This design comes from an exercise in tuning for small area and a short achievable clock period on the open sky130 flow, not from production work. Only simulation tests tie the RTL to the original design; equivalence was not proved. The clock port is modelled as an ideal driver; clocking choices that lean on that would not hold on a real chip. Power is estimated from default activity; no workload was simulated.

$ cat flow/standard.sh
#!/bin/bash
# synth_recipe.tcl (not shown) runs the flow's synth.tcl, then flattens the netlist and writes it again
# the make line also repeats each setting of config.mk as NAME=value (left out here)
make -C /OpenROAD-flow-scripts/flow DESIGN_CONFIG=/design/flow/config.mk WORK_HOME=/design/flow/orfs CLKGATE_MAP_FILE= SYNTH_SCRIPT=/design/flow/synth_recipe.tcl "${@:-finish}"
$ cat flow/design.v
module jr_mclock (
    input  wire        clk,
    input  wire        rst,
    input  wire        tick,
    input  wire        tick_en,
    input  wire        run_set,
    input  wire        run_clr,
    input  wire        cnt_sel,     
    input  wire [61:0] load_val,    
    output reg         run,
    output reg  [61:0] c
);
    reg pend;
    always @(posedge clk) begin
        if (rst) begin
            run  <= 1'b0;
            pend <= 1'b0;
        end else begin
            pend <= tick && run && tick_en && !cnt_sel;
            if (run_set)      run <= 1'b1;
            else if (run_clr) run <= 1'b0;
        end
        c <= cnt_sel ? load_val : c + {61'd0, pend};
    end
endmodule
module jr_encoder (
    input  wire [7:0] x,
    input  wire [7:0] y,
    input  wire       left,
    output wire [5:0] mag
);
  wire new_n24, new_n25, new_n26, new_n27, new_n28, new_n29, new_n30,
    new_n31, new_n32, new_n33, new_n34, new_n35, new_n36, new_n37, new_n38,
    new_n39, new_n40, new_n41, new_n42, new_n43, new_n44, new_n45, new_n46,
    new_n47, new_n48, new_n49, new_n50, new_n51, new_n52, new_n53, new_n54,
    new_n55, new_n56, new_n57, new_n58, new_n59, new_n60, new_n61, new_n62,
    new_n63, new_n64, new_n65, new_n66, new_n67, new_n68, new_n69, new_n70,
    new_n71, new_n72, new_n73, new_n74, new_n75, new_n76, new_n77, new_n78,
    new_n79, new_n80, new_n81, new_n82, new_n83, new_n84, new_n85, new_n86,
    new_n87, new_n88, new_n89, new_n90, new_n91, new_n92, new_n93, new_n94,
    new_n95, new_n96, new_n97, new_n98, new_n99, new_n100, new_n101,
    new_n102, new_n103, new_n104, new_n105, new_n106, new_n107, new_n108,
    new_n109, new_n110, new_n111, new_n112, new_n113, new_n114, new_n115,
    new_n116, new_n117, new_n118, new_n119, new_n120, new_n121, new_n122,
    new_n123, new_n124, new_n125, new_n126, new_n127, new_n128, new_n129,
    new_n130, new_n131, new_n132, new_n133, new_n134, new_n135, new_n136,
    new_n137, new_n138, new_n139, new_n140, new_n141, new_n142, new_n143,
    new_n144, new_n145, new_n146, new_n147, new_n148, new_n149, new_n150,
    new_n151, new_n152, new_n153, new_n154, new_n155, new_n156, new_n157,
    new_n158, new_n159, new_n160, new_n161, new_n162, new_n163, new_n164,
    new_n165, new_n166, new_n167, new_n168, new_n169, new_n170, new_n171,
    new_n172, new_n173, new_n174, new_n175, new_n176, new_n177, new_n178,
    new_n179, new_n180, new_n181, new_n182, new_n183, new_n184, new_n185,
    new_n186, new_n187, new_n188, new_n189, new_n190, new_n191, new_n192,
    new_n193, new_n194, new_n195, new_n196, new_n197, new_n198, new_n199,
    new_n200, new_n201, new_n202, new_n203, new_n204, new_n205, new_n206,
    new_n207, new_n208, new_n209, new_n210, new_n211, new_n212, new_n213,
    new_n214, new_n215, new_n216, new_n217, new_n218, new_n219, new_n220,
    new_n221, new_n222, new_n223, new_n224, new_n225, new_n226, new_n227,
    new_n228, new_n229, new_n230, new_n231, new_n232, new_n233, new_n234,
    new_n235, new_n236, new_n237, new_n238, new_n239, new_n240, new_n241,
    new_n242, new_n243, new_n244, new_n245, new_n246, new_n247, new_n248,
    new_n249, new_n250, new_n251, new_n252, new_n253, new_n254, new_n255,
    new_n256, new_n257, new_n258, new_n259, new_n260, new_n261, new_n262,
    new_n263, new_n264, new_n265, new_n266, new_n267, new_n268, new_n269,
    new_n270, new_n271, new_n272, new_n273, new_n274, new_n275, new_n276,
    new_n277, new_n278, new_n279, new_n280, new_n281, new_n282, new_n283,
    new_n284, new_n285, new_n286, new_n287, new_n288, new_n289, new_n290,
    new_n291, new_n292, new_n293, new_n294, new_n295, new_n296, new_n297,
    new_n298, new_n299, new_n300, new_n301, new_n302, new_n303, new_n304,
    new_n305, new_n306, new_n307, new_n308, new_n309, new_n310, new_n312,
    new_n313, new_n314, new_n315, new_n316, new_n318, new_n319, new_n320,
    new_n321, new_n322, new_n324, new_n325, new_n326, new_n327, new_n328,
    new_n330, new_n331, new_n332, new_n333;
  assign new_n24 = x[7] & ~left;
  assign new_n25 = ~x[7] & left;
  assign new_n26 = ~new_n24 & ~new_n25;
  assign new_n27 = y[6] & ~y[7];
  assign new_n28 = ~y[6] & y[7];
  assign new_n29 = ~new_n27 & ~new_n28;
  assign new_n30 = ~y[4] & y[5];
  assign new_n31 = ~y[1] & y[5];
  assign new_n32 = ~y[2] & y[4];
  assign new_n33 = y[1] & ~y[5];
  assign new_n34 = ~y[0] & ~new_n33;
  assign new_n35 = ~y[3] & ~new_n34;
  assign new_n36 = new_n32 & ~new_n35;
  assign new_n37 = new_n31 & new_n36;
  assign new_n38 = y[2] & ~y[3];
  assign new_n39 = ~y[4] & new_n38;
  assign new_n40 = ~y[1] & ~y[4];
  assign new_n41 = ~new_n38 & ~new_n40;
  assign new_n42 = ~new_n39 & ~new_n41;
  assign new_n43 = ~new_n31 & new_n42;
  assign new_n44 = ~new_n37 & ~new_n43;
  assign new_n45 = y[0] & y[1];
  assign new_n46 = ~y[3] & y[4];
  assign new_n47 = y[4] & ~y[5];
  assign new_n48 = ~new_n30 & ~new_n47;
  assign new_n49 = ~new_n46 & new_n48;
  assign new_n50 = ~new_n32 & ~new_n39;
  assign new_n51 = ~new_n49 & new_n50;
  assign new_n52 = new_n45 & new_n51;
  assign new_n53 = ~y[2] & y[3];
  assign new_n54 = ~new_n38 & ~new_n53;
  assign new_n55 = y[3] & y[5];
  assign new_n56 = ~y[4] & ~y[5];
  assign new_n57 = ~y[0] & ~y[1];
  assign new_n58 = ~new_n56 & ~new_n57;
  assign new_n59 = ~new_n55 & ~new_n58;
  assign new_n60 = ~new_n54 & ~new_n59;
  assign new_n61 = ~new_n30 & ~new_n53;
  assign new_n62 = ~new_n60 & ~new_n61;
  assign new_n63 = ~new_n52 & ~new_n62;
  assign new_n64 = new_n44 & new_n63;
  assign new_n65 = ~y[7] & new_n64;
  assign new_n66 = y[0] & ~y[4];
  assign new_n67 = new_n38 & ~new_n66;
  assign new_n68 = ~new_n31 & ~new_n40;
  assign new_n69 = ~new_n67 & new_n68;
  assign new_n70 = ~new_n33 & ~new_n42;
  assign new_n71 = ~new_n69 & new_n70;
  assign new_n72 = new_n54 & new_n56;
  assign new_n73 = ~new_n36 & ~new_n72;
  assign new_n74 = ~new_n71 & new_n73;
  assign new_n75 = ~new_n65 & new_n74;
  assign new_n76 = y[2] & y[5];
  assign new_n77 = ~new_n45 & ~new_n76;
  assign new_n78 = y[0] & ~new_n77;
  assign new_n79 = new_n62 & new_n78;
  assign new_n80 = y[1] & ~y[4];
  assign new_n81 = ~y[2] & ~y[5];
  assign new_n82 = ~new_n80 & ~new_n81;
  assign new_n83 = new_n77 & new_n82;
  assign new_n84 = ~y[2] & new_n57;
  assign new_n85 = y[4] & new_n84;
  assign new_n86 = ~new_n83 & ~new_n85;
  assign new_n87 = ~y[3] & ~new_n86;
  assign new_n88 = ~y[3] & new_n47;
  assign new_n89 = new_n86 & ~new_n88;
  assign new_n90 = ~new_n87 & ~new_n89;
  assign new_n91 = new_n46 & new_n57;
  assign new_n92 = ~new_n69 & ~new_n91;
  assign new_n93 = new_n76 & ~new_n92;
  assign new_n94 = ~y[2] & ~new_n55;
  assign new_n95 = y[1] & y[5];
  assign new_n96 = new_n94 & new_n95;
  assign new_n97 = ~new_n93 & ~new_n96;
  assign new_n98 = ~new_n90 & new_n97;
  assign new_n99 = ~new_n79 & new_n98;
  assign new_n100 = ~y[6] & new_n99;
  assign new_n101 = ~new_n59 & new_n99;
  assign new_n102 = y[3] & new_n33;
  assign new_n103 = new_n86 & new_n102;
  assign new_n104 = ~new_n41 & ~new_n53;
  assign new_n105 = y[0] & new_n56;
  assign new_n106 = ~new_n104 & new_n105;
  assign new_n107 = y[6] & ~new_n106;
  assign new_n108 = ~new_n87 & new_n107;
  assign new_n109 = ~new_n103 & new_n108;
  assign new_n110 = ~new_n101 & new_n109;
  assign new_n111 = ~new_n100 & ~new_n110;
  assign new_n112 = y[1] & y[4];
  assign new_n113 = ~new_n111 & new_n112;
  assign new_n114 = ~y[4] & ~new_n104;
  assign new_n115 = ~y[1] & new_n67;
  assign new_n116 = ~new_n91 & ~new_n115;
  assign new_n117 = ~new_n114 & new_n116;
  assign new_n118 = ~new_n113 & new_n117;
  assign new_n119 = y[5] & ~new_n52;
  assign new_n120 = new_n99 & ~new_n119;
  assign new_n121 = ~new_n118 & new_n120;
  assign new_n122 = y[2] & ~y[6];
  assign new_n123 = ~new_n45 & new_n122;
  assign new_n124 = y[3] & y[4];
  assign new_n125 = ~new_n84 & new_n124;
  assign new_n126 = ~new_n123 & new_n125;
  assign new_n127 = y[5] & ~new_n126;
  assign new_n128 = new_n118 & new_n127;
  assign new_n129 = ~new_n121 & ~new_n128;
  assign new_n130 = ~y[7] & ~new_n129;
  assign new_n131 = ~y[7] & ~new_n74;
  assign new_n132 = new_n99 & ~new_n131;
  assign new_n133 = ~new_n130 & new_n132;
  assign new_n134 = ~new_n64 & ~new_n133;
  assign new_n135 = y[0] & y[7];
  assign new_n136 = y[3] & ~new_n135;
  assign new_n137 = ~new_n74 & new_n136;
  assign new_n138 = new_n129 & new_n137;
  assign new_n139 = ~y[6] & ~new_n138;
  assign new_n140 = ~new_n134 & new_n139;
  assign new_n141 = ~new_n75 & ~new_n140;
  assign new_n142 = ~y[3] & ~new_n30;
  assign new_n143 = ~new_n47 & ~new_n94;
  assign new_n144 = ~new_n142 & new_n143;
  assign new_n145 = ~new_n88 & ~new_n144;
  assign new_n146 = new_n141 & ~new_n145;
  assign new_n147 = ~new_n141 & new_n145;
  assign new_n148 = ~new_n146 & ~new_n147;
  assign new_n149 = ~y[7] & new_n148;
  assign new_n150 = new_n30 & ~new_n149;
  assign new_n151 = y[3] & ~new_n141;
  assign new_n152 = ~new_n149 & ~new_n151;
  assign new_n153 = new_n47 & ~new_n152;
  assign new_n154 = ~new_n150 & ~new_n153;
  assign new_n155 = new_n51 & ~new_n111;
  assign new_n156 = y[7] & ~new_n155;
  assign new_n157 = y[6] & new_n74;
  assign new_n158 = ~new_n140 & ~new_n157;
  assign new_n159 = new_n156 & ~new_n158;
  assign new_n160 = y[6] & ~new_n64;
  assign new_n161 = ~new_n156 & ~new_n160;
  assign new_n162 = ~new_n140 & new_n161;
  assign new_n163 = ~new_n159 & ~new_n162;
  assign new_n164 = new_n48 & new_n148;
  assign new_n165 = new_n163 & new_n164;
  assign new_n166 = new_n154 & ~new_n165;
  assign new_n167 = new_n29 & ~new_n166;
  assign new_n168 = ~new_n29 & new_n154;
  assign new_n169 = ~new_n167 & ~new_n168;
  assign new_n170 = ~x[2] & ~x[4];
  assign new_n171 = ~x[1] & new_n170;
  assign new_n172 = ~x[0] & new_n171;
  assign new_n173 = x[5] & ~new_n172;
  assign new_n174 = ~x[6] & ~new_n173;
  assign new_n175 = x[0] & x[1];
  assign new_n176 = x[2] & new_n175;
  assign new_n177 = x[4] & new_n176;
  assign new_n178 = ~x[0] & ~x[1];
  assign new_n179 = ~new_n170 & ~new_n178;
  assign new_n180 = ~x[2] & x[3];
  assign new_n181 = x[3] & x[6];
  assign new_n182 = ~new_n180 & ~new_n181;
  assign new_n183 = ~new_n179 & ~new_n182;
  assign new_n184 = ~new_n177 & ~new_n183;
  assign new_n185 = ~x[2] & ~new_n175;
  assign new_n186 = x[4] & x[6];
  assign new_n187 = ~new_n185 & new_n186;
  assign new_n188 = ~x[1] & ~x[4];
  assign new_n189 = x[0] & x[6];
  assign new_n190 = new_n188 & ~new_n189;
  assign new_n191 = x[2] & ~x[3];
  assign new_n192 = ~new_n190 & new_n191;
  assign new_n193 = ~new_n187 & ~new_n192;
  assign new_n194 = new_n184 & new_n193;
  assign new_n195 = ~new_n174 & new_n194;
  assign new_n196 = ~x[3] & ~new_n185;
  assign new_n197 = new_n178 & new_n180;
  assign new_n198 = ~new_n170 & ~new_n188;
  assign new_n199 = ~new_n197 & new_n198;
  assign new_n200 = ~new_n196 & new_n199;
  assign new_n201 = ~x[5] & ~new_n200;
  assign new_n202 = ~new_n195 & ~new_n201;
  assign new_n203 = x[7] & ~new_n202;
  assign new_n204 = ~x[5] & x[6];
  assign new_n205 = x[1] & x[3];
  assign new_n206 = ~x[1] & ~x[3];
  assign new_n207 = x[4] & ~new_n206;
  assign new_n208 = ~new_n205 & new_n207;
  assign new_n209 = new_n204 & ~new_n208;
  assign new_n210 = new_n203 & ~new_n209;
  assign new_n211 = x[6] & new_n210;
  assign new_n212 = ~x[3] & ~x[6];
  assign new_n213 = x[5] & ~new_n171;
  assign new_n214 = ~new_n176 & ~new_n181;
  assign new_n215 = ~new_n187 & new_n214;
  assign new_n216 = ~new_n213 & new_n215;
  assign new_n217 = ~new_n212 & ~new_n216;
  assign new_n218 = ~x[0] & new_n179;
  assign new_n219 = new_n185 & ~new_n218;
  assign new_n220 = x[2] & x[4];
  assign new_n221 = ~new_n178 & new_n220;
  assign new_n222 = ~x[5] & ~new_n221;
  assign new_n223 = ~new_n219 & ~new_n222;
  assign new_n224 = new_n212 & ~new_n223;
  assign new_n225 = new_n194 & new_n201;
  assign new_n226 = new_n217 & ~new_n225;
  assign new_n227 = ~new_n224 & ~new_n226;
  assign new_n228 = ~x[5] & new_n185;
  assign new_n229 = new_n181 & ~new_n228;
  assign new_n230 = x[1] & new_n220;
  assign new_n231 = ~x[7] & ~new_n230;
  assign new_n232 = ~new_n229 & new_n231;
  assign new_n233 = ~new_n201 & ~new_n232;
  assign new_n234 = ~new_n227 & ~new_n233;
  assign new_n235 = x[2] & x[5];
  assign new_n236 = ~x[6] & ~new_n235;
  assign new_n237 = ~new_n234 & ~new_n236;
  assign new_n238 = ~new_n203 & ~new_n237;
  assign new_n239 = new_n217 & ~new_n238;
  assign new_n240 = ~new_n211 & ~new_n239;
  assign new_n241 = ~x[4] & x[7];
  assign new_n242 = ~new_n240 & ~new_n241;
  assign new_n243 = new_n224 & new_n238;
  assign new_n244 = x[4] & ~x[7];
  assign new_n245 = ~new_n243 & new_n244;
  assign new_n246 = new_n241 & new_n243;
  assign new_n247 = ~new_n245 & ~new_n246;
  assign new_n248 = ~new_n242 & new_n247;
  assign new_n249 = new_n181 & new_n203;
  assign new_n250 = new_n248 & ~new_n249;
  assign new_n251 = x[5] & ~new_n250;
  assign new_n252 = ~x[5] & new_n248;
  assign new_n253 = ~new_n251 & ~new_n252;
  assign new_n254 = ~y[5] & new_n126;
  assign new_n255 = ~y[7] & ~new_n254;
  assign new_n256 = new_n111 & ~new_n255;
  assign new_n257 = ~new_n130 & ~new_n256;
  assign new_n258 = ~x[7] & ~new_n221;
  assign new_n259 = x[5] & ~x[6];
  assign new_n260 = ~new_n204 & ~new_n259;
  assign new_n261 = x[3] & new_n260;
  assign new_n262 = ~new_n258 & new_n261;
  assign new_n263 = ~new_n248 & new_n262;
  assign new_n264 = ~new_n210 & ~new_n234;
  assign new_n265 = ~new_n263 & new_n264;
  assign new_n266 = new_n257 & new_n265;
  assign new_n267 = new_n240 & ~new_n243;
  assign new_n268 = ~x[4] & new_n267;
  assign new_n269 = x[4] & ~new_n267;
  assign new_n270 = ~new_n268 & ~new_n269;
  assign new_n271 = new_n266 & new_n270;
  assign new_n272 = new_n163 & ~new_n271;
  assign new_n273 = ~x[6] & ~x[7];
  assign new_n274 = x[6] & x[7];
  assign new_n275 = ~new_n273 & ~new_n274;
  assign new_n276 = new_n260 & ~new_n275;
  assign new_n277 = ~new_n253 & new_n276;
  assign new_n278 = new_n181 & new_n277;
  assign new_n279 = new_n270 & ~new_n278;
  assign new_n280 = ~new_n266 & ~new_n278;
  assign new_n281 = ~new_n270 & ~new_n280;
  assign new_n282 = ~new_n279 & ~new_n281;
  assign new_n283 = ~new_n272 & ~new_n282;
  assign new_n284 = ~new_n253 & ~new_n283;
  assign new_n285 = new_n253 & new_n283;
  assign new_n286 = new_n148 & ~new_n285;
  assign new_n287 = ~new_n284 & ~new_n286;
  assign new_n288 = new_n253 & ~new_n275;
  assign new_n289 = ~new_n224 & ~new_n260;
  assign new_n290 = ~new_n253 & new_n289;
  assign new_n291 = ~new_n288 & ~new_n290;
  assign new_n292 = ~new_n287 & new_n291;
  assign new_n293 = ~new_n169 & ~new_n292;
  assign new_n294 = new_n287 & ~new_n291;
  assign new_n295 = ~new_n277 & ~new_n294;
  assign new_n296 = ~new_n293 & new_n295;
  assign new_n297 = new_n26 & ~new_n296;
  assign new_n298 = y[5] & ~y[6];
  assign new_n299 = ~y[5] & y[6];
  assign new_n300 = ~new_n298 & ~new_n299;
  assign new_n301 = new_n154 & ~new_n300;
  assign new_n302 = new_n277 & new_n287;
  assign new_n303 = ~new_n169 & new_n302;
  assign new_n304 = new_n301 & ~new_n303;
  assign new_n305 = ~new_n29 & ~new_n304;
  assign new_n306 = new_n297 & new_n305;
  assign new_n307 = new_n26 & new_n265;
  assign new_n308 = ~new_n257 & ~new_n307;
  assign new_n309 = new_n257 & new_n307;
  assign new_n310 = ~new_n308 & ~new_n309;
  assign mag[0] = ~new_n306 & ~new_n310;
  assign new_n312 = new_n26 & ~new_n271;
  assign new_n313 = ~new_n282 & new_n312;
  assign new_n314 = ~new_n163 & ~new_n313;
  assign new_n315 = new_n163 & new_n313;
  assign new_n316 = ~new_n314 & ~new_n315;
  assign mag[1] = ~new_n306 & new_n316;
  assign new_n318 = new_n26 & ~new_n284;
  assign new_n319 = ~new_n285 & new_n318;
  assign new_n320 = new_n148 & ~new_n319;
  assign new_n321 = ~new_n148 & new_n319;
  assign new_n322 = ~new_n320 & ~new_n321;
  assign mag[2] = ~new_n306 & ~new_n322;
  assign new_n324 = new_n26 & ~new_n294;
  assign new_n325 = ~new_n292 & new_n324;
  assign new_n326 = ~new_n169 & ~new_n325;
  assign new_n327 = new_n169 & new_n325;
  assign new_n328 = ~new_n326 & ~new_n327;
  assign mag[3] = ~new_n306 & new_n328;
  assign new_n330 = ~new_n297 & new_n301;
  assign new_n331 = new_n29 & ~new_n301;
  assign new_n332 = ~new_n303 & new_n331;
  assign new_n333 = new_n297 & new_n332;
  assign mag[4] = new_n330 | new_n333;
  assign mag[5] = ~new_n297 & new_n331;
endmodule
module jr_core (
    input  wire        clk,
    input  wire        rst,
    input  wire [7:0]  cmd,
    input  wire        cmd_valid,
    output wire        cmd_ready,
    input  wire [7:0]  opd_x,
    input  wire [7:0]  opd_y,
    input  wire [15:0] opd_d,
    input  wire [15:0] opd_ax,
    input  wire [15:0] opd_ay,
    input  wire [15:0] opd_az,
    output wire [63:0] res,
    output reg         res_valid,
    input  wire        echo,
    output wire        trig,
    input  wire        tick0,
    input  wire        tick1,
    output wire [7:0]  tx_data,
    output reg         tx_valid,
    input  wire        tx_ready,
    input  wire        rx_avail,
    input  wire [7:0]  rx_data,
    output wire        rx_take,
    input  wire        confirm,
    output reg  [1:0]  act_dir_L,
    output reg  [1:0]  act_dir_R,
    output wire [7:0]  act_duty_L,
    output wire [7:0]  act_duty_R,
    output reg  [1:0]  disp
);
    localparam [3:0] OP_MC_START   = 4'h1;
    localparam [3:0] OP_MC_STOP    = 4'h2;
    localparam [3:0] OP_MC_RESET   = 4'h3;
    localparam [3:0] OP_MC_READ    = 4'h4;
    localparam [3:0] OP_RANGE      = 4'h5;
    localparam [3:0] OP_ENCODE     = 4'h6;
    localparam [3:0] OP_SEND_DRIVE = 4'h7;
    localparam [3:0] OP_FAULT_EVAL = 4'h8;
    localparam [3:0] OP_COLL_EVAL  = 4'h9;
    localparam [3:0] OP_RROBOT     = 4'hA;
    localparam [3:0] OP_RREMOTE    = 4'hB;
    localparam [3:0] OP_CONFIRM    = 4'hC;
    localparam [3:0] OP_MC_LOAD    = 4'hD;
    localparam [1:0] REVERSE = 2'd0, FORWARD = 2'd1, NEUTRAL = 2'd2;
    localparam [1:0] D_CLEAR = 2'd0, D_COLLISION = 2'd1, D_OBSTACLE = 2'd2, D_COMM_ERROR = 2'd3;
    localparam [23:0] CM = 24'h8B4396;
    reg        echo_lvl, dir, obs, hs, rfsm;
    reg  [5:0] duty_L, duty_R;
    reg        rdy;
    reg  [5:0] s;             
    reg [24:0] W;             
    reg  [4:0] wcnt;          
    reg        satf;          
    reg        rs0, rs1, rw, rp, rd;    
    assign cmd_ready  = rdy;
    assign act_duty_L = {duty_L, 2'b00};
    assign act_duty_R = {duty_R, 2'b00};
    assign tx_data    = W[7:0];
    wire [3:0] op  = cmd[7:4];
    wire       ci  = cmd[0];
    wire       acc = cmd_valid && rdy;
    wire [15:0] is_op = {16{acc}} & (16'd1 << op);
    wire sample = (s == 6'd31);               
    wire step   = s[5];                       
    wire last   = (s == 6'd51);               
    assign trig = (s >= 6'd22) && (s <= 6'd31);    
    wire        echo_rise = echo && !echo_lvl;
    wire        echo_fall = !echo && echo_lvl;
    wire        ld_any    = is_op[OP_MC_LOAD] && !rst;
    wire [61:0] load_val  = {opd_d[5:0], opd_az, opd_ay, opd_ax, opd_x} & {62{ld_any}};
    wire        run0, run1;
    wire [61:0] c0, c1;
    wire [4:0]  wcnt_next = wcnt + {4'd0, tick0 && run0};
    wire [61:0] load_val0 = load_val | {57'd0, wcnt_next & {5{last && !rst}}};
    wire start0 = is_op[OP_MC_START] && !ci, start1 = is_op[OP_MC_START] && ci;
    wire stop0  = is_op[OP_MC_STOP]  && !ci, stop1  = is_op[OP_MC_STOP]  && ci;
    wire clr0   = is_op[OP_MC_RESET] && !ci, clr1   = is_op[OP_MC_RESET] && ci;
    wire load0  = is_op[OP_MC_LOAD]  && !ci, load1  = is_op[OP_MC_LOAD]  && ci;
    jr_mclock u_mc0 (
        .clk(clk), .rst(rst), .tick(tick0),
        .tick_en(!sample && !step),
        .run_set(!clr0 && !sample && (start0 || (echo_rise && !stop0))),
        .run_clr(clr0 || sample || stop0 || echo_fall),
        .cnt_sel(rst || clr0 || load0 || last), .load_val(load_val0),
        .run(run0), .c(c0)
    );
    jr_mclock u_mc1 (
        .clk(clk), .rst(rst), .tick(tick1),
        .tick_en(1'b1),
        .run_set(start1),
        .run_clr(clr1 || stop1),
        .cnt_sel(rst || clr1 || load1), .load_val(load_val),
        .run(run1), .c(c1)
    );
    wire poll_robot  = is_op[OP_RROBOT];
    wire poll_remote = is_op[OP_RREMOTE] && !rfsm;
    assign rx_take = (poll_robot || poll_remote) && rx_avail;
    wire coll = ($signed(opd_ax) > 16'sd500) || ($signed(opd_ax) < -16'sd500) ||
                ($signed(opd_ay) > 16'sd500) || ($signed(opd_ay) < -16'sd500) ||
                ($signed(opd_az) > 16'sd1500) || ($signed(opd_az) < 16'sd500);
    wire       left    = cmd[1:0] != 2'b00;
    wire       y_pos   = opd_y > 8'd138;
    wire       y_neg   = opd_y < 8'd122;
    wire       dir_new = (y_pos || y_neg) ? y_pos : dir;
    wire [5:0] mag;
    jr_encoder u_enc (.x(opd_x), .y(opd_y), .left(left), .mag(mag));
    wire enc_any  = is_op[OP_ENCODE] || (is_op[OP_SEND_DRIVE] && !rfsm);
    wire fault_tx = is_op[OP_FAULT_EVAL] && !hs &&
                    ((opd_d < 16'd30) ? !obs : obs);
    wire coll_tx  = is_op[OP_COLL_EVAL] && !hs && coll;
    wire conf_tx  = is_op[OP_CONFIRM] && rfsm && confirm;
    wire set_tx   = (is_op[OP_SEND_DRIVE] && !rfsm) || fault_tx || coll_tx || conf_tx;
    wire [7:0] w_load = enc_any ? {mag, dir_new, left} :
                        (poll_robot || poll_remote) ? rx_data :
                        {6'b001100, is_op[OP_FAULT_EVAL] && !obs, !is_op[OP_FAULT_EVAL]};
    wire rng_go = is_op[OP_RANGE] && !hs;
    wire [31:0] c0lo = {12'd0, c0[19:0]};
    wire        mbit = c0lo[s[4:0]];
    wire [25:0] sum  = {1'b0, W} + {2'b00, (step && mbit) ? CM : 24'd0};
    always @(posedge clk) begin
        if (sample)
            W[24:8] <= 17'd1024;              
        else
            W[24:8] <= sum[25:9];
        if (step)
            satf <= |c0[61:20];
        if (acc)
            W[7:0] <= w_load;
        else if (sample)
            W[7:0] <= 8'd0;
        else if (step)
            W[7:0] <= sum[8:1];
        wcnt <= sample ? 5'd0 : wcnt_next;
        rs0 <= is_op[OP_MC_READ] && !ci;
        rs1 <= is_op[OP_MC_READ] && ci;
        rw  <= enc_any || rx_take;
        rp  <= rx_take;
        rd  <= last;
    end
    wire        rdsat = rd && (satf || W[24] || W[23]);
    wire [15:0] lo    = ({16{rd}} & W[22:7]) | {16{rdsat}} |
                        {7'd0, rp, {8{rw}} & W[7:0]};
    wire [63:0] rc    = {{62{rs0}} & c0, 2'b00} | {{62{rs1}} & c1, 2'b00};
    assign res = rc | {48'd0, lo};
    wire tx_next = set_tx || (tx_valid && !tx_ready);
    wire [5:0] s_next = rng_go ? 6'd20 : (s == 6'd0 || last) ? 6'd0 : s + 6'd1;
    always @(posedge clk) begin
        if (rst) begin
            echo_lvl  <= 1'b0;
            dir       <= 1'b0;
            obs       <= 1'b0;
            hs        <= 1'b0;
            rfsm      <= 1'b0;
            disp      <= D_CLEAR;
            act_dir_L <= NEUTRAL;
            act_dir_R <= NEUTRAL;
            duty_L    <= 6'd0;
            duty_R    <= 6'd0;
            tx_valid  <= 1'b0;
            res_valid <= 1'b0;
            rdy       <= 1'b0;
            s         <= 6'd0;
        end else begin
            echo_lvl  <= echo;
            tx_valid  <= tx_next;
            res_valid <= (acc && !rng_go) || last;
            rdy       <= !acc && s_next == 6'd0 && !tx_next;
            s         <= s_next;
            if (enc_any)
                dir <= dir_new;
            if (fault_tx)
                obs <= !obs;
            if (coll_tx) begin
                act_dir_L <= NEUTRAL;
                act_dir_R <= NEUTRAL;
                duty_L    <= 6'd0;
                duty_R    <= 6'd0;
                hs        <= 1'b1;
            end
            if (poll_robot && rx_avail) begin
                if (!hs) begin
                    if (rx_data[0]) begin
                        act_dir_L <= rx_data[1] ? FORWARD : REVERSE;
                        duty_L    <= rx_data[7:2];
                    end else begin
                        act_dir_R <= rx_data[1] ? FORWARD : REVERSE;
                        duty_R    <= rx_data[7:2];
                    end
                end else if (rx_data == 8'h31) begin
                    hs <= 1'b0;
                end
            end
            if (poll_remote && rx_avail) begin
                case (rx_data)
                    8'h30:   disp <= D_CLEAR;
                    8'h31: begin
                        disp <= D_COLLISION;
                        rfsm <= 1'b1;
                    end
                    8'h32:   disp <= D_OBSTACLE;
                    default: disp <= D_COMM_ERROR;
                endcase
            end
            if (conf_tx) begin
                disp <= D_CLEAR;
                rfsm <= 1'b0;
            end
        end
    end
endmodule
$ cat flow/flow/post_resize.tcl
# Size up the cells on the input-to-output paths that set the period. The
# port buffers of the inputs that rx_take depends on in the same cycle get
# buf_4 first; then repair_timing treats paths with less than the margin of
# slack as failing.
foreach p {cmd[4] cmd[5] cmd[6] cmd[7] cmd_valid rx_avail} {
  foreach pin [get_pins -of_objects [get_nets $p]] {
    set inst [get_cells -of_objects $pin]
    if { [get_property $inst ref_name] == "sky130_fd_sc_hd__buf_1" } {
      replace_cell $inst sky130_fd_sc_hd__buf_4
    }
  }
}
estimate_parasitics -placement
repair_timing -setup -setup_margin 23.5 -verbose
$ cat flow/flow/abc.script
strash
&get -n
&fraig -x
&deepsyn -T 300
&put
strash
&get -n
&dch -f
&nf -R 1000
&put
$ cat flow/config.mk
export PLATFORM = sky130hd
export DESIGN_NAME = jr_core
export DESIGN_NICKNAME = jr_core
export VERILOG_FILES = /design/flow/design.v
export SDC_FILE = /design/flow/constraint.sdc
export NUM_CORES = 4
export LEC_CHECK = 0
export CAP_MARGIN = 20
export CORE_MARGIN = 2
export CORE_UTILIZATION = 60
export SLEW_MARGIN = 20
$ cat flow/flow/run.sh
#!/bin/bash
# The standard layout, with these changes:
# - synthesis is the standard synthesis, but ABC maps the combinational
#   logic with flow/abc.script (AIG resynthesis for area) and pass-through
#   wires get buf_1 instead of buf_4; registers are
#   mapped exactly as in the standard synthesis;
# - the port buffers are the smallest buffer (buf_1);
# - the clock tree uses clkbuf_8 without dummy loads; clock buffers whose
#   flip-flops see a slow clock edge are then sized up (flow/post_cts.tcl);
# - after placement, cells on the slowest paths are sized up.
# Each tool's output is in synth_make.log / flow_make.log and orfs/logs/.
set -uo pipefail
HERE=$PWD
rm -rf "$HERE/scripts_abc"
cp -r "$FLOW_HOME/scripts" "$HERE/scripts_abc"
cp "$HERE/flow/abc.script" "$HERE/scripts_abc/abc_speed.script"
SCRIPTS_DIR="$HERE/scripts_abc" bash standard.sh MIN_BUF_CELL_AND_PORTS="sky130_fd_sc_hd__buf_1 A X" synth > synth_make.log 2>&1 || exit 1
export BUFFER_PORTS_ARGS="-buffer_cell sky130_fd_sc_hd__buf_1"
export CTS_ARGS="-sink_clustering_enable -repair_clock_nets -buf_list sky130_fd_sc_hd__clkbuf_8 -dont_use_dummy_load -sink_clustering_size 8 -sink_clustering_max_diameter 40"
export POST_CTS_TCL="$HERE/flow/post_cts.tcl"
export POST_RESIZE_TCL="$HERE/flow/post_resize.tcl"
bash standard.sh > flow_make.log 2>&1
$ cat flow/constraint.sdc
create_clock -name core_clock -period 40.0 [get_ports {clk}]
set_input_delay 8.0000 -clock core_clock [delete_from_list [all_inputs] [get_ports {clk}]]
set_output_delay 8.0000 -clock core_clock [all_outputs]
set_load 0.01 [all_outputs]
$ cat flow/flow/post_cts.tcl
# Size up each clock buffer whose flip-flop clock pins see a slow edge
# (estimated slew above 95 ps): clkbuf_8 -> clkbuf_16. Then legalise the
# placement again.
proc clk_sink_slew { inst } {
  set mx 0
  foreach opin [get_pins -of_objects $inst -filter "direction == output"] {
    foreach p [get_pins -of_objects [get_nets -of_objects $opin] -filter "direction == input"] {
      set s [get_property $p slew_max]
      if { $s > $mx } { set mx $s }
    }
  }
  return $mx
}
for { set round 0 } { $round < 3 } { incr round } {
  estimate_parasitics -placement
  set changed 0
  foreach inst [get_cells *] {
    set ref [get_property $inst ref_name]
    if { ![regexp {^sky130_fd_sc_hd__clkbuf_(4|8)$} $ref -> sz] } { continue }
    if { [clk_sink_slew $inst] > 0.095 } {
      set new [expr { $sz == 4 ? "sky130_fd_sc_hd__clkbuf_8" : "sky130_fd_sc_hd__clkbuf_16" }]
      replace_cell $inst $new
      incr changed
    }
  }
  puts "clock buffer upsizing round $round: $changed resized"
  if { $changed == 0 } { break }
}
detailed_placement
check_placement -verbose
estimate_parasitics -placement
==> results of run 1 <==
==> Yosys cell counts, drive strengths merged (13+ instances only) <==
cell type  number  area share
nand2         221       0.075
ha             32       0.036
nor4           17      0.0096
a31oi          13      0.0073
o31ai          76       0.051
nor2b          22       0.012
nand4          15      0.0085
nor3           43       0.019
and3           80       0.045
nand3          24       0.011
dfxtp         187        0.34
and2           70       0.039
a21oi         129       0.058
nor2          104       0.035
a22o           64       0.050
o21ai         108       0.049
clkinv         38       0.013
==> power groups by stage <==
stage	registers [mW]	clock network [mW]	logic, mW
2_1_floorplan	0.207	0	0.0273
3_3_place_gp	0.208	0	0.0436
3_5_place_dp	0.208	0	0.0452
5_1_grt	0.204	0.117	0.0518
6_report	0.203	0.110	0.0465
==> per-layer routing <==
metal | share of wire | wire length, um | GRT usage
met1 | 0.45 | 14600 | 0.467
met2 | 0.45 | 14600 | 0.514
met3 | 0.079 | 2570 | 0.0574
met4 | 0.022 | 720 | 0.105
met5 | 0.00040 | 13 | 0
==> layout make-up <==
type / instances / area, um2
Tap cell: 229 / 287
Fill cell: 1616 / 5520
Antenna cell: 1 / 2.50
Sequential cell: 196 / 4020
Inverter: 38 / 143
Clock buffer: 17 / 279
Timing Repair Buffer: 210 / 875
Multi-Input combinational cell: 1174 / 6960
==> worst min-delay path: cells and delay by family (launching register included) <==
family / cells / cell delay, ns
compound gates: 1 / 0.05
simple gates: 1 / 0.05
flops: 1 / 0.32
==> worst paths after layout <==
check | endpoint | slack [ns] | cells past startpoint
setup reg to reg | u_mc0.c[61] | 31.88 | 40
hold / removal | dir | 0.46 | 2
hold reg to reg | dir | 0.46 | 2
setup / recovery | rx_take | 23.30 | 6
==> sequential cells by signal (all words and copies together), names as in the netlist, 2 cells and up <==
signal / flops
disp: 2
act_dir_R: 2
u_mc1.c: 62
duty_L: 6
u_mc0.c: 62
wcnt: 5
W: 25
s: 6
duty_R: 6
act_dir_L: 2
==> cell families (layout without fill, tap and decap cells) <==
group / Yosys count / count (layout) / share of synthesized area
adders and majority gates: 35 / 35 / 0.0397
and+or+nand+nor: 635 / 635 / 0.281
muxes: 4 / 4 / 0.00473
buffers and inverters: 50 / 265 / 0.0169
AOI/OAI and AO/OA: 473 / 473 / 0.278
DFF: 196 / 196 / 0.361
other: 1 / 5 / 0.000338
xor gates and xnor gates: 23 / 23 / 0.0181
==> impl_metrics.prom, run 1 <==
# TYPE chip_impl_metric gauge
chip_impl_metric{name="fin_crit",unit="ns"} 16.70
chip_impl_info{name="run_status",value="finished clean"} 1
chip_impl_metric{name="timing.fmax",unit="MHz"} 59.9
chip_impl_metric{name="initial_core_utilization",unit=""} 0.614
chip_impl_metric{name="total_power_divided_by_cell_area",unit="nW/um2"} 28.6
chip_impl_metric{name="placement_rows",unit=""} 49
chip_impl_metric{name="placement_cell_area",unit="um2"} 12300
chip_impl_metric{name="number_of_global_route_vias_before_repair",unit=""} 10900
chip_impl_metric{name="layout-area-overhead-vs-synth",unit="%"} 13.1
chip_impl_metric{name="antenna_found_initial",unit=""} 2
chip_impl_metric{name="power_frac_seq",unit=""} 0.565
chip_impl_metric{name="detailedPlace.worstSlack",unit="ns"} 23.31
chip_impl_metric{name="min_period_over_period",unit=""} 0.417
chip_impl_metric{name="max_stage_delay",unit="ns"} 0.20
chip_impl_info{name="critPathSlowestCell",value="and3_4"} 1
chip_impl_info{name="leading_cell_type_in_the_layout_fill_and_taps_excluded",value="nand2_1"} 1
chip_impl_metric{name="timing_hold_violations_final",unit=""} 0
chip_impl_metric{name="clock_power_share",unit=""} 0.306
chip_impl_metric{name="maxSlewHeadroom",unit=""} 0.368
chip_impl_metric{name="tns",unit="ns"} 0
chip_impl_metric{name="syn_inst",unit=""} 1417
chip_impl_metric{name="detailedRoute.firstIterationViolations",unit=""} 1075
chip_impl_metric{name="share_of_synthesized_registers_carrying_an_async_set_or_reset",unit=""} 0
chip_impl_metric{name="placeable_core_region",unit="um2"} 18100
chip_impl_metric{name="clock-sinks",unit=""} 196
chip_impl_metric{name="ys_seq_area_frac",unit=""} 0.361
chip_impl_metric{name="synthesis.area_per_instance",unit="um2"} 7.84
chip_impl_metric{name="clk_transition_reported_paths",unit="ns"} 0.09
chip_impl_metric{name="viasPerCell",unit=""} 6.29
chip_impl_metric{name="layout.core_utilization",unit=""} 0.695
chip_impl_metric{name="ys_seq_elements",unit=""} 196
chip_impl_info{name="criticalPathCategory",value="in2out"} 1
chip_impl_metric{name="die_w",unit="um"} 140
chip_impl_info{name="path_common_cell",value="buf_6"} 1
chip_impl_metric{name="wire_length_of_the_first_global_routing_pass",unit="mm"} 53.6
chip_impl_metric{name="max_cap_viol_count",unit=""} 0
chip_impl_metric{name="final_max_slew_viol_count",unit=""} 0
chip_impl_metric{name="worst_slew_pin_tran",unit="ns"} 0.943
chip_impl_metric{name="power.combinational.fraction",unit=""} 0.129
chip_impl_metric{name="worst_hold_check_slack",unit="ns"} 0.462
chip_impl_info{name="rsz0062_at_grt",value="no"} 1
chip_impl_metric{name="drc",unit=""} 0
chip_impl_metric{name="worst_clock_skew",unit="ns"} 0.0292
chip_impl_metric{name="max-vdd-ir-drop",unit="mV"} 0.0261
chip_impl_metric{name="cell_internal_pwr",unit="uW"} 264
chip_impl_metric{name="port_buffers",unit=""} 197
chip_impl_metric{name="yosys_warnings",unit=""} 2
chip_impl_metric{name="leakagePower",unit="nW"} 4.80
chip_impl_metric{name="route.vias.total",unit=""} 11700
chip_impl_info{name="setup.worst_path.start",value="cmd_valid"} 1
chip_impl_info{name="critPathCaptureType",value="primary output"} 1
chip_impl_metric{name="dp_cells",unit=""} 1847
chip_impl_metric{name="die-height",unit="um"} 140
chip_impl_info{name="worstSetupStartpointType",value="input pin"} 1
chip_impl_metric{name="die_outline_area",unit="um2"} 19600
chip_impl_info{name="crit_path_cell_trace",value="buf_6 -> and2_4 -> nand2_4 -> nor2_4 -> and3_4 -> buf_6"} 1
chip_impl_info{name="path_delay_family",value="simple AND/OR/NAND/NOR gates"} 1
chip_impl_metric{name="final_nets",unit=""} 1775
chip_impl_metric{name="share_of_layout_cells_above_drive_strength_1",unit=""} 0.0300
chip_impl_metric{name="synth-edff-count",unit=""} 9
chip_impl_metric{name="finish.instance_area",unit="um2"} 12600
chip_impl_metric{name="netSwitchingFraction",unit=""} 0.267
chip_impl_metric{name="grt_start_max_net_pins",unit=""} 63
chip_impl_metric{name="totalWireLength",unit="mm"} 32.5
chip_impl_metric{name="critical_path.max_fanout",unit=""} 4
chip_impl_metric{name="grt_remaining_overflow",unit=""} 0
chip_impl_metric{name="synth.distinct_cells",unit=""} 58
chip_impl_info{name="most-common-layout-cells",value="nand2_1, buf_1, dfxtp_1"} 1
chip_impl_info{name="critical_path.reg2reg.startpoint",value="u_mc0.c[0]"} 1
chip_impl_metric{name="drt_pass1_iterations",unit=""} 25
chip_impl_info{name="min-delay-path-class",value="reg2reg"} 1
chip_impl_metric{name="post_detail_place_hpwl",unit="mm"} 23.5
chip_impl_metric{name="p_total",unit="uW"} 360
chip_impl_metric{name="critical_path_required",unit="ns"} 32.00
chip_impl_metric{name="fin_ws",unit="ns"} 23.30
chip_impl_metric{name="top_level_ports",unit=""} 204
chip_impl_metric{name="routabilityCongestion",unit=""} 0.912
chip_impl_metric{name="syn_area",unit="um2"} 11100
chip_impl_info{name="origin_of_the_worst_min_delay_path",value="dir"} 1
chip_impl_metric{name="clkLatencyLatePin",unit="ns"} 0.40
chip_impl_metric{name="wl_per_cell",unit="um"} 17.4
chip_impl_metric{name="worstPathArrival",unit="ns"} 8.70
chip_impl_metric{name="net-switching-power",unit="uW"} 95.9
chip_impl_metric{name="detail-route-antenna-nets",unit=""} 0
chip_impl_metric{name="cp.buffers_inverters",unit=""} 2
chip_impl_metric{name="groute.usage.overall",unit=""} 0.329
chip_impl_metric{name="layoutNonFillerInstCount",unit=""} 1865
chip_impl_metric{name="final-setup-viol-count",unit=""} 0
chip_impl_info{name="tritoncts",value="yes"} 1
chip_impl_info{name="ys.flop_type",value="dfxtp_1"} 1
==> inputs of run 2 (changes only) <==
--- a/flow/flow/run.sh
+++ b/flow/flow/run.sh
@@ -7,7 +7,9 @@
 # - the port buffers are the smallest buffer (buf_1);
 # - the clock tree uses clkbuf_8 without dummy loads; clock buffers whose
 #   flip-flops see a slow clock edge are then sized up (flow/post_cts.tcl);
-# - after placement, cells on the slowest paths are sized up.
+# - after placement, the rx_take port (the only output that depends on
+#   inputs in the same cycle) gets its own two-level copy of its logic, and
+#   cells on the slowest paths are sized up (flow/post_resize.tcl).
 # Each tool's output is in synth_make.log / flow_make.log and orfs/logs/.
 set -uo pipefail
 HERE=$PWD
==> flow/flow/post_resize.tcl (replaced) <==
# After placement and repair_design: the rx_take port gets its own fast copy
# of its logic (flow/rx_take.tcl); the port buffers of the inputs that
# rx_take depends on in the same cycle get buf_4; then repair_timing sizes up
# the cells on the paths with less than the margin of slack.
source [file join [file dirname [info script]] rx_take.tcl]
foreach p {cmd[4] cmd[5] cmd[6] cmd[7] cmd_valid rx_avail} {
  foreach pin [get_pins -of_objects [get_nets $p]] {
    set inst [get_cells -of_objects $pin]
    if { [get_property $inst ref_name] == "sky130_fd_sc_hd__buf_1" } {
      replace_cell $inst sky130_fd_sc_hd__buf_4
    }
  }
}
estimate_parasitics -placement
repair_timing -setup -setup_margin 23.6 -verbose
==> flow/flow/rx_take.tcl (new file) <==
# rx_take is the one output that depends on inputs in the same cycle, so its
# path sets the period. Give the port rx_take its own two-level NAND/NOR
# copy of the logic (the same function as the synthesised rx_take, which
# stays for the design's own use):
#   rx_take = cmd_valid & rx_avail & cmd[7] & cmd[5] & !cmd[6] & rdy
#             & !(cmd[4] & rfsm)
# Edits the database directly (odb); the new cells are placed at the port's
# output buffer and legalised by the detailed placement that follows.
set rxf_blk [ord::get_db_block]
proc rxf_out_net { inst } {
  foreach it [$inst getITerms] {
    if { [$it isOutputSignal] } { return [$it getNet] }
  }
  error "no output on [$inst getName]"
}
proc rxf_in_net { blk port } {
  set n [[$blk findBTerm $port] getNet]
  foreach it [$n getITerms] {
    if { [$it isInputSignal] } { return [rxf_out_net [$it getInst]] }
  }
  error "no input buffer on $port"
}
proc rxf_q_net { blk pattern } {
  set found {}
  foreach inst [$blk getInsts] {
    if { [string match $pattern [$inst getName]] } { lappend found $inst }
  }
  if { [llength $found] != 1 } { error "$pattern: [llength $found] registers" }
  return [rxf_out_net [lindex $found 0]]
}
set rxf_cv [rxf_in_net $rxf_blk cmd_valid]
set rxf_ra [rxf_in_net $rxf_blk rx_avail]
set rxf_c7 [rxf_in_net $rxf_blk {cmd[7]}]
set rxf_c6 [rxf_in_net $rxf_blk {cmd[6]}]
set rxf_c5 [rxf_in_net $rxf_blk {cmd[5]}]
set rxf_c4 [rxf_in_net $rxf_blk {cmd[4]}]
set rxf_rdy [rxf_q_net $rxf_blk {rdy$*}]
set rxf_rfsm [rxf_q_net $rxf_blk {rfsm$*}]
set rxf_obuf ""
foreach it [[[$rxf_blk findBTerm rx_take] getNet] getITerms] {
  if { [$it isOutputSignal] } { set rxf_obuf [$it getInst] }
}
set rxf_oin [$rxf_obuf findITerm A]
puts "rx_take fast path: output buffer [$rxf_obuf getName], was driven by [[$rxf_oin getNet] getName]"

proc rxf_cell { blk name master } {
  return [odb::dbInst_create $blk [[ord::get_db] findMaster $master] $name]
}
set rxf_n1 [rxf_cell $rxf_blk rxf_n1 sky130_fd_sc_hd__nand4_2]
set rxf_n2 [rxf_cell $rxf_blk rxf_n2 sky130_fd_sc_hd__nand2_2]
set rxf_m  [rxf_cell $rxf_blk rxf_m  sky130_fd_sc_hd__nand3b_2]
set rxf_y  [rxf_cell $rxf_blk rxf_y  sky130_fd_sc_hd__nor2_2]
set rxf_w1 [odb::dbNet_create $rxf_blk rxf_n1_y]
set rxf_w2 [odb::dbNet_create $rxf_blk rxf_n2_y]
set rxf_wm [odb::dbNet_create $rxf_blk rxf_m_y]
set rxf_wy [odb::dbNet_create $rxf_blk rxf_y_y]
[$rxf_n1 findITerm A] connect $rxf_cv
[$rxf_n1 findITerm B] connect $rxf_ra
[$rxf_n1 findITerm C] connect $rxf_c7
[$rxf_n1 findITerm D] connect $rxf_c5
[$rxf_n1 findITerm Y] connect $rxf_w1
[$rxf_n2 findITerm A] connect $rxf_c4
[$rxf_n2 findITerm B] connect $rxf_rfsm
[$rxf_n2 findITerm Y] connect $rxf_w2
[$rxf_m findITerm A_N] connect $rxf_c6
[$rxf_m findITerm B] connect $rxf_rdy
[$rxf_m findITerm C] connect $rxf_w2
[$rxf_m findITerm Y] connect $rxf_wm
[$rxf_y findITerm A] connect $rxf_w1
[$rxf_y findITerm B] connect $rxf_wm
[$rxf_y findITerm Y] connect $rxf_wy
$rxf_oin disconnect
$rxf_oin connect $rxf_wy
set rxf_loc [$rxf_obuf getLocation]
foreach i [list $rxf_n1 $rxf_n2 $rxf_m $rxf_y] {
  $i setLocation [lindex $rxf_loc 0] [lindex $rxf_loc 1]
  $i setPlacementStatus PLACED
}
global_connect
==> run 2 against run 1 <==
Critical path type unchanged. Maximum frequency is 1.4% higher. Still clean on timing, DRC and antenna. Final area hardly changed. Largest power group unchanged. First-iteration DRC count is 8.4% higher.
==> impl_metrics.prom, run 2 <==
# TYPE chip_impl_metric gauge
chip_impl_metric{name="min_period_over_period",unit=""} 0.412
chip_impl_metric{name="die_w",unit="um"} 140
chip_impl_metric{name="tns",unit="ns"} 0
chip_impl_info{name="top_regs",value="u_mc0.c: 62 flops, u_mc1.c: 62 flops, W: 25 flops"} 1
chip_impl_info{name="leading_post_synthesis_cells_by_cell_area",value="dfxtp_1, nand2_1, a21oi_1"} 1
chip_impl_metric{name="max_cap_viol_count",unit=""} 0
chip_impl_info{name="tritoncts",value="yes"} 1
chip_impl_metric{name="total_power_divided_by_cell_area",unit="nW/um2"} 28.6
chip_impl_info{name="rsz0062_at_grt",value="no"} 1
chip_impl_info{name="critPathSlowestCell",value="nand3b_4"} 1
chip_impl_metric{name="critical_path_required",unit="ns"} 32.00
chip_impl_metric{name="wire_length_of_the_first_global_routing_pass",unit="mm"} 53.5
chip_impl_metric{name="placeable_core_region",unit="um2"} 18100
chip_impl_metric{name="viasPerCell",unit=""} 6.23
chip_impl_info{name="yosys.area.top_type",value="dfxtp_1"} 1
chip_impl_metric{name="timing_hold_violations_final",unit=""} 0
chip_impl_metric{name="die_outline_area",unit="um2"} 19600
chip_impl_metric{name="final_max_slew_viol_count",unit=""} 0
chip_impl_info{name="critPathCaptureType",value="primary output"} 1
chip_impl_metric{name="yosys_warnings",unit=""} 2
chip_impl_metric{name="fin_ws",unit="ns"} 23.54
chip_impl_info{name="synth_common_cells",value="nand2_1, dfxtp_1, a21oi_1"} 1
chip_impl_metric{name="yosys.area.top_type_share",unit=""} 0.337
chip_impl_metric{name="ff2ff_path_depth",unit=""} 40
chip_impl_metric{name="route.vias.total",unit=""} 11600
chip_impl_metric{name="routabilityCongestion",unit=""} 0.912
chip_impl_info{name="most_frequent_cell_after_synthesis",value="nand2_1"} 1
chip_impl_info{name="most-common-layout-cells",value="nand2_1, buf_1, dfxtp_1"} 1
chip_impl_metric{name="final_nets",unit=""} 1777
chip_impl_metric{name="cell_internal_pwr",unit="uW"} 264
chip_impl_metric{name="worst_clock_skew",unit="ns"} 0.0243
chip_impl_metric{name="die-height",unit="um"} 140
chip_impl_metric{name="synth-edff-count",unit=""} 9
chip_impl_metric{name="clkLatencyLatePin",unit="ns"} 0.39
chip_impl_metric{name="number_of_global_route_vias_before_repair",unit=""} 10700
chip_impl_metric{name="grt_remaining_overflow",unit=""} 0
chip_impl_metric{name="finish.instance_area",unit="um2"} 12600
chip_impl_metric{name="multi_input_comb_area",unit="um2"} 6980
chip_impl_metric{name="ys_seq_area_frac",unit=""} 0.361
chip_impl_info{name="path_delay_family",value="simple AND/OR/NAND/NOR gates"} 1
chip_impl_metric{name="layout-area-overhead-vs-synth",unit="%"} 13.2
chip_impl_metric{name="share_of_layout_cells_above_drive_strength_1",unit=""} 0.0281
chip_impl_metric{name="nFillCells",unit=""} 1613
chip_impl_metric{name="detailedPlace.worstSlack",unit="ns"} 23.54
chip_impl_info{name="run_status",value="finished clean"} 1
chip_impl_metric{name="drc",unit=""} 0
chip_impl_metric{name="worstPathArrival",unit="ns"} 8.46
chip_impl_metric{name="wl_per_cell",unit="um"} 17.4
chip_impl_metric{name="cp.buffers_inverters",unit=""} 2
chip_impl_info{name="min-delay-path-class",value="reg2reg"} 1
chip_impl_info{name="criticalPathCategory",value="in2out"} 1
chip_impl_metric{name="ys_seq_elements",unit=""} 196
chip_impl_info{name="leading_cell_type_in_the_layout_fill_and_taps_excluded",value="nand2_1"} 1
chip_impl_metric{name="synth.distinct_cells",unit=""} 58
chip_impl_metric{name="power.combinational.fraction",unit=""} 0.129
chip_impl_metric{name="detailedRoute.firstIterationViolations",unit=""} 1165
chip_impl_metric{name="maxSlewHeadroom",unit=""} 0.381
chip_impl_metric{name="initial_core_utilization",unit=""} 0.614
chip_impl_metric{name="netSwitchingFraction",unit=""} 0.265
chip_impl_metric{name="grt_start_max_net_pins",unit=""} 63
chip_impl_metric{name="groute.usage.overall",unit=""} 0.330
chip_impl_metric{name="antenna_found_initial",unit=""} 1
chip_impl_info{name="worstSetupStartpointType",value="input pin"} 1
chip_impl_info{name="crit_path_cell_trace",value="buf_8 -> nand3b_4 -> nor2_2 -> buf_2"} 1
chip_impl_metric{name="placement_cell_area",unit="um2"} 12300
chip_impl_metric{name="drt_pass1_iterations",unit=""} 28
chip_impl_metric{name="share_of_synthesized_registers_carrying_an_async_set_or_reset",unit=""} 0
chip_impl_metric{name="cp.depth",unit=""} 4
chip_impl_metric{name="net-switching-power",unit="uW"} 95.2
chip_impl_metric{name="post_detail_place_hpwl",unit="mm"} 23.7
chip_impl_metric{name="max-vdd-ir-drop",unit="mV"} 0.0238
chip_impl_metric{name="final-seq-area",unit="um2"} 4020
chip_impl_metric{name="placement_rows",unit=""} 49
chip_impl_metric{name="top_level_ports",unit=""} 204
chip_impl_metric{name="max_stage_delay",unit="ns"} 0.14
chip_impl_metric{name="totalWireLength",unit="mm"} 32.5
chip_impl_metric{name="synthesis.area_per_instance",unit="um2"} 7.84
chip_impl_metric{name="leakagePower",unit="nW"} 4.81
chip_impl_metric{name="power_frac_seq",unit=""} 0.567
chip_impl_metric{name="syn_inst",unit=""} 1417
chip_impl_metric{name="detail-route-antenna-nets",unit=""} 0
chip_impl_metric{name="worst_slew_pin_tran",unit="ns"} 0.924
chip_impl_metric{name="clock-sinks",unit=""} 196
chip_impl_metric{name="clock_power_share",unit=""} 0.304
chip_impl_metric{name="critical_path.max_fanout",unit=""} 2
chip_impl_info{name="ys.flop_type",value="dfxtp_1"} 1
chip_impl_metric{name="timing.fmax",unit="MHz"} 60.7
chip_impl_metric{name="fin_crit",unit="ns"} 16.46
chip_impl_metric{name="clk_transition_reported_paths",unit="ns"} 0.08
chip_impl_metric{name="final-setup-viol-count",unit=""} 0
chip_impl_metric{name="syn_area",unit="um2"} 11100
chip_impl_metric{name="port_buffers",unit=""} 197
chip_impl_metric{name="holdPathStages",unit=""} 2
## run 2: cell counts after synthesis
No cell type changed its count.
## run 2: path summary, 6_finish.rpt
path	start	end	slack [ns]
setup reg to reg	u_mc0.c[0]	u_mc0.c[61]	31.88
hold reg to reg	dir	dir	0.46
setup / recovery	cmd[6]	rx_take	23.54
hold / removal	dir	dir	0.46
## run 2: logic make-up (layout without fill, tap and decap cells)
kind of cell               Yosys count  in the layout  share of synthesized area
and+or+nand+nor                    635            639                      0.281
AOI/OAI and AO/OA                  473            473                      0.278
DFF                                196            196                      0.361
buffers and inverters               50            263                     0.0169
adders and majority gates           35             35                     0.0397
xor gates and xnor gates            23             23                     0.0181
muxes                                4              4                    0.00473
other                                1              5                   0.000338
## run 2: per-layer routing
metal	routed length [um]	part of all wire	up-vias	GRT usage
li1	-	-	5732	-
met2	14300	0.44	526	0.523
met3	2840	0.087	50	0.0643
met1	14600	0.45	5319	0.461
met4	750	0.023	0	0.0962
met5	0	0	-	0
## run 2: through the flow
step	instances	utilization	total power [mW]	hold WS (ns)
5_1_grt	1866	0.695	0.373	0.482
3_5_place_dp	1849	0.679	0.253	0.452
6_report	1867	0.695	0.359	0.460
2_1_floorplan	1420	-	0.235	0.431
3_3_place_gp	1843	0.673	0.251	0.449
## run 2: tightest hold or removal path: stages, from the launching register on
cell and delay, ns:
dfxtp_1 0.32, nand2_1 0.05, a21oi_1 0.05
## run 2: power by group through the flow
| stage | clock [mW] | combinational, mW | sequential (mW) |
|---|---|---|---|
| finish | 0.109 | 0.0464 | 0.204 |
| global route | 0.117 | 0.0519 | 0.204 |
| detailed placement | 0 | 0.0452 | 0.208 |
| global placement | 0 | 0.0436 | 0.208 |
| floorplan | 0 | 0.0273 | 0.207 |
## run 2: area by class of cell, without the clock buffers
class | instances | share of cell area
Sequential cell | 196 | 0.319
Multi-Input combinational cell | 1178 | 0.555
Tap cell | 229 | 0.0228
Inverter | 38 | 0.0113
Antenna cell | 1 | 0.000199
Timing Repair Buffer | 208 | 0.0689
==> inputs of run 3 (changes only) <==
--- a/flow/config.mk
+++ b/flow/config.mk
@@ -7,5 +7,5 @@
 export LEC_CHECK = 0
 export CAP_MARGIN = 20
 export CORE_MARGIN = 2
-export CORE_UTILIZATION = 60
+export CORE_UTILIZATION = 70
 export SLEW_MARGIN = 20
==> run 3 against run 2 <==
Cell count is 0.86% lower. Final area is 0.30% lower. Die area is 14% lower. Wire length is 1.9% higher. Clock skew is 0.0029 ns higher. Area after synthesis stayed put. Largest power group unchanged.
==> impl_metrics.prom, run 3 <==
# TYPE chip_impl_metric gauge
chip_impl_info{name="run_status",value="finished clean"} 1
chip_impl_metric{name="final_nets",unit=""} 1775
chip_impl_metric{name="ys_seq_area_frac",unit=""} 0.361
chip_impl_metric{name="number_of_global_route_vias_before_repair",unit=""} 10800
chip_impl_metric{name="n_antenna_cell",unit=""} 0
chip_impl_metric{name="leakagePower",unit="nW"} 4.80
chip_impl_metric{name="multi_input_comb_area",unit="um2"} 6980
chip_impl_metric{name="ys_seq_elements",unit=""} 196
chip_impl_metric{name="die_outline_area",unit="um2"} 16900
chip_impl_info{name="most_frequent_cell_after_synthesis",value="nand2_1"} 1
chip_impl_metric{name="max-vdd-ir-drop",unit="mV"} 0.0244
chip_impl_metric{name="total_power_divided_by_cell_area",unit="nW/um2"} 28.7
chip_impl_metric{name="timing_hold_violations_final",unit=""} 0
chip_impl_metric{name="placeable_core_region",unit="um2"} 15700
chip_impl_metric{name="port_buffers",unit=""} 197
chip_impl_metric{name="layoutNonFillerInstCount",unit=""} 1851
chip_impl_metric{name="dp_cells",unit=""} 1834
chip_impl_metric{name="fin_crit",unit="ns"} 16.50
chip_impl_info{name="ys.flop_type",value="dfxtp_1"} 1
chip_impl_metric{name="netSwitchingFraction",unit=""} 0.267
chip_impl_metric{name="die_w",unit="um"} 130
chip_impl_metric{name="routabilityCongestion",unit=""} 0.977
chip_impl_metric{name="yosys.area.top_type_share",unit=""} 0.337
chip_impl_metric{name="syn_inst",unit=""} 1417
chip_impl_metric{name="worstPathArrival",unit="ns"} 8.50
chip_impl_info{name="criticalPathCategory",value="in2out"} 1
chip_impl_metric{name="tns",unit="ns"} 0
chip_impl_metric{name="layout-area-overhead-vs-synth",unit="%"} 12.9
chip_impl_metric{name="max_cap_viol_count",unit=""} 0
chip_impl_info{name="synth_common_cells",value="nand2_1, dfxtp_1, a21oi_1"} 1
chip_impl_metric{name="wire_length_of_the_first_global_routing_pass",unit="mm"} 52.4
chip_impl_metric{name="synthesis.area_per_instance",unit="um2"} 7.84
chip_impl_metric{name="initial_core_utilization",unit=""} 0.707
chip_impl_metric{name="share_of_synthesized_registers_carrying_an_async_set_or_reset",unit=""} 0
chip_impl_metric{name="min_period_over_period",unit=""} 0.413
chip_impl_metric{name="synth.distinct_cells",unit=""} 58
chip_impl_metric{name="placement_rows",unit=""} 46
chip_impl_metric{name="final-setup-viol-count",unit=""} 0
chip_impl_metric{name="synth-edff-count",unit=""} 9
chip_impl_info{name="most-common-layout-cells",value="nand2_1, buf_1, dfxtp_1"} 1
chip_impl_metric{name="clock-sinks",unit=""} 196
chip_impl_info{name="critPathCaptureType",value="primary output"} 1
chip_impl_metric{name="detailedRoute.firstIterationViolations",unit=""} 1385
chip_impl_metric{name="totalWireLength",unit="mm"} 33.1
chip_impl_info{name="yosys.area.top_type",value="dfxtp_1"} 1
chip_impl_metric{name="grt_start_max_net_pins",unit=""} 63
chip_impl_info{name="top_regs",value="u_mc0.c: 62 flops, u_mc1.c: 62 flops, W: 25 flops"} 1
chip_impl_metric{name="route.vias.total",unit=""} 12000
chip_impl_metric{name="critical_path_required",unit="ns"} 32.00
chip_impl_metric{name="top_level_ports",unit=""} 204
chip_impl_metric{name="power.combinational.fraction",unit=""} 0.130
chip_impl_metric{name="worst_slew_pin_tran",unit="ns"} 1.11
chip_impl_metric{name="grt_remaining_overflow",unit=""} 0
chip_impl_metric{name="final-seq-area",unit="um2"} 4020
chip_impl_metric{name="die-height",unit="um"} 130
chip_impl_metric{name="antenna_found_initial",unit=""} 1
chip_impl_metric{name="worst_clock_skew",unit="ns"} 0.0272
chip_impl_metric{name="yosys_warnings",unit=""} 2
chip_impl_info{name="leading_post_synthesis_cells_by_cell_area",value="dfxtp_1, nand2_1, a21oi_1"} 1
chip_impl_metric{name="syn_area",unit="um2"} 11100
chip_impl_metric{name="clock_power_share",unit=""} 0.304
chip_impl_metric{name="share_of_layout_cells_above_drive_strength_1",unit=""} 0.0269
chip_impl_metric{name="wl_per_cell",unit="um"} 17.9
chip_impl_metric{name="power_frac_seq",unit=""} 0.566
chip_impl_metric{name="viasPerCell",unit=""} 6.50
chip_impl_info{name="rsz0062_at_grt",value="no"} 1
chip_impl_metric{name="cell_internal_pwr",unit="uW"} 264
chip_impl_info{name="tritoncts",value="yes"} 1
chip_impl_metric{name="drc",unit=""} 0
chip_impl_metric{name="detail-route-antenna-nets",unit=""} 0
chip_impl_info{name="leading_cell_type_in_the_layout_fill_and_taps_excluded",value="nand2_1"} 1
chip_impl_metric{name="drt_pass1_iterations",unit=""} 8
chip_impl_metric{name="final_max_slew_viol_count",unit=""} 0
chip_impl_metric{name="clkLatencyLatePin",unit="ns"} 0.40
chip_impl_metric{name="clk_transition_reported_paths",unit="ns"} 0.07
chip_impl_info{name="min-delay-path-class",value="reg2reg"} 1
chip_impl_metric{name="post_detail_place_hpwl",unit="mm"} 23.7
chip_impl_metric{name="maxSlewHeadroom",unit=""} 0.257
chip_impl_metric{name="net-switching-power",unit="uW"} 96.0
chip_impl_metric{name="timing.fmax",unit="MHz"} 60.6
chip_impl_metric{name="groute.usage.overall",unit=""} 0.384
chip_impl_metric{name="critical_path.max_fanout",unit=""} 14
chip_impl_metric{name="nFillCells",unit=""} 1182
chip_impl_info{name="worstSetupStartpointType",value="input pin"} 1
-- run 3: critical path: stages --
cell and delay (ns):
buf_12 0.13, nand2_4 0.06, nand3b_4 0.08, nor2_2 0.09
buf_2 0.14
-- run 3: cell families (layout without fill, tap and decap cells) --
| group | Yosys count | in the layout | synth area share |
|---|---|---|---|
| XOR/XNOR | 23 | 23 | 0.0181 |
| multiplexers | 4 | 4 | 0.00473 |
| AO/OA/AOI/OAI | 473 | 473 | 0.278 |
| adder cells (fa/ha/maj) | 35 | 35 | 0.0397 |
| flip-flops | 196 | 196 | 0.361 |
| other | 1 | 4 | 0.000338 |
| buffers and inverters | 50 | 261 | 0.0169 |
| AND/OR/NAND/NOR | 635 | 639 | 0.281 |
-- run 3: metal layers --
layer | track usage | wire, um | part of all wire
met1 | 0.509 | 13800 | 0.42
met2 | 0.606 | 15200 | 0.46
met3 | 0.0959 | 3220 | 0.097
met4 | 0.147 | 902 | 0.027
met5 | 0 | 0 | 0
-- run 3: final timing paths --
check / start / end / slack [ns] / cells past startpoint
worst max-delay path: cmd[4] / rx_take / 23.50 / 5
worst min-delay path: W[24] / W[24] / 0.47 / 2
worst max register to register: u_mc1.c[0] / u_mc1.c[61] / 31.69 / 40
worst min register to register: W[24] / W[24] / 0.47 / 2
-- run 3: power groups by stage --
stage / Sequential (mW) / Combinational [mW] / Clock, mW
6_report: 0.204 / 0.0467 / 0.109
5_1_grt: 0.204 / 0.0515 / 0.116
3_5_place_dp: 0.208 / 0.0452 / 0
3_3_place_gp: 0.208 / 0.0431 / 0
2_1_floorplan: 0.207 / 0.0273 / 0
-- run 3: layout make-up, without the clock buffers --
type	instances	area share
inverters	38	0.0114
repair buffers	206	0.0679
well taps	216	0.0216
multi-input cells	1178	0.557
flip-flops and latches	196	0.320
-- run 3: per-stage QoR --
stage	total power [mW]	instance area, um2	worst slack, ns	util	hold WS, ns
global placement	0.251	12200	22.52	0.774	0.452
floorplan	0.235	11100	23.11	-	0.431
global route	0.372	12500	23.51	0.798	0.490
finish	0.360	12500	23.50	0.798	0.471
detailed placement	0.253	12300	23.52	0.780	0.452

[static timing again, ports no longer ideal]
How much do the figures lean on ideal ports? The routed layouts below were timed once more, with nothing changed but the port constraints.
Step 1 sets driving cells, clkbuf_16 on the clock port and buf_2 on the other inputs (assumed; they add their load-dependent delay and slew).
Step 2 times the ports against the registers' clock, not the clock port: input delays grow and output delays shrink by t, the midpoint of the rising clock arrivals with the driver on.
Three values: ideal ports, drivers, drivers and shift; two values: the first two.
run | shift t [ns] | setup WS [ns] | worst setup path at the end | clock arrival spread, ns | cell pins on the clock port's net
run 1 | 0.433 | 23.302 / 23.256 / 23.256 | input to output | 0.029 / 0.030 | 1
run 2 | 0.434 | 23.539 / 23.495 / 23.495 | input to output | 0.024 / 0.025 | 1
run 3 | 0.437 | 23.497 / 23.451 / 23.451 | input to output | 0.028 / 0.028 | 1
After both steps setup and hold are still met in every run listed.
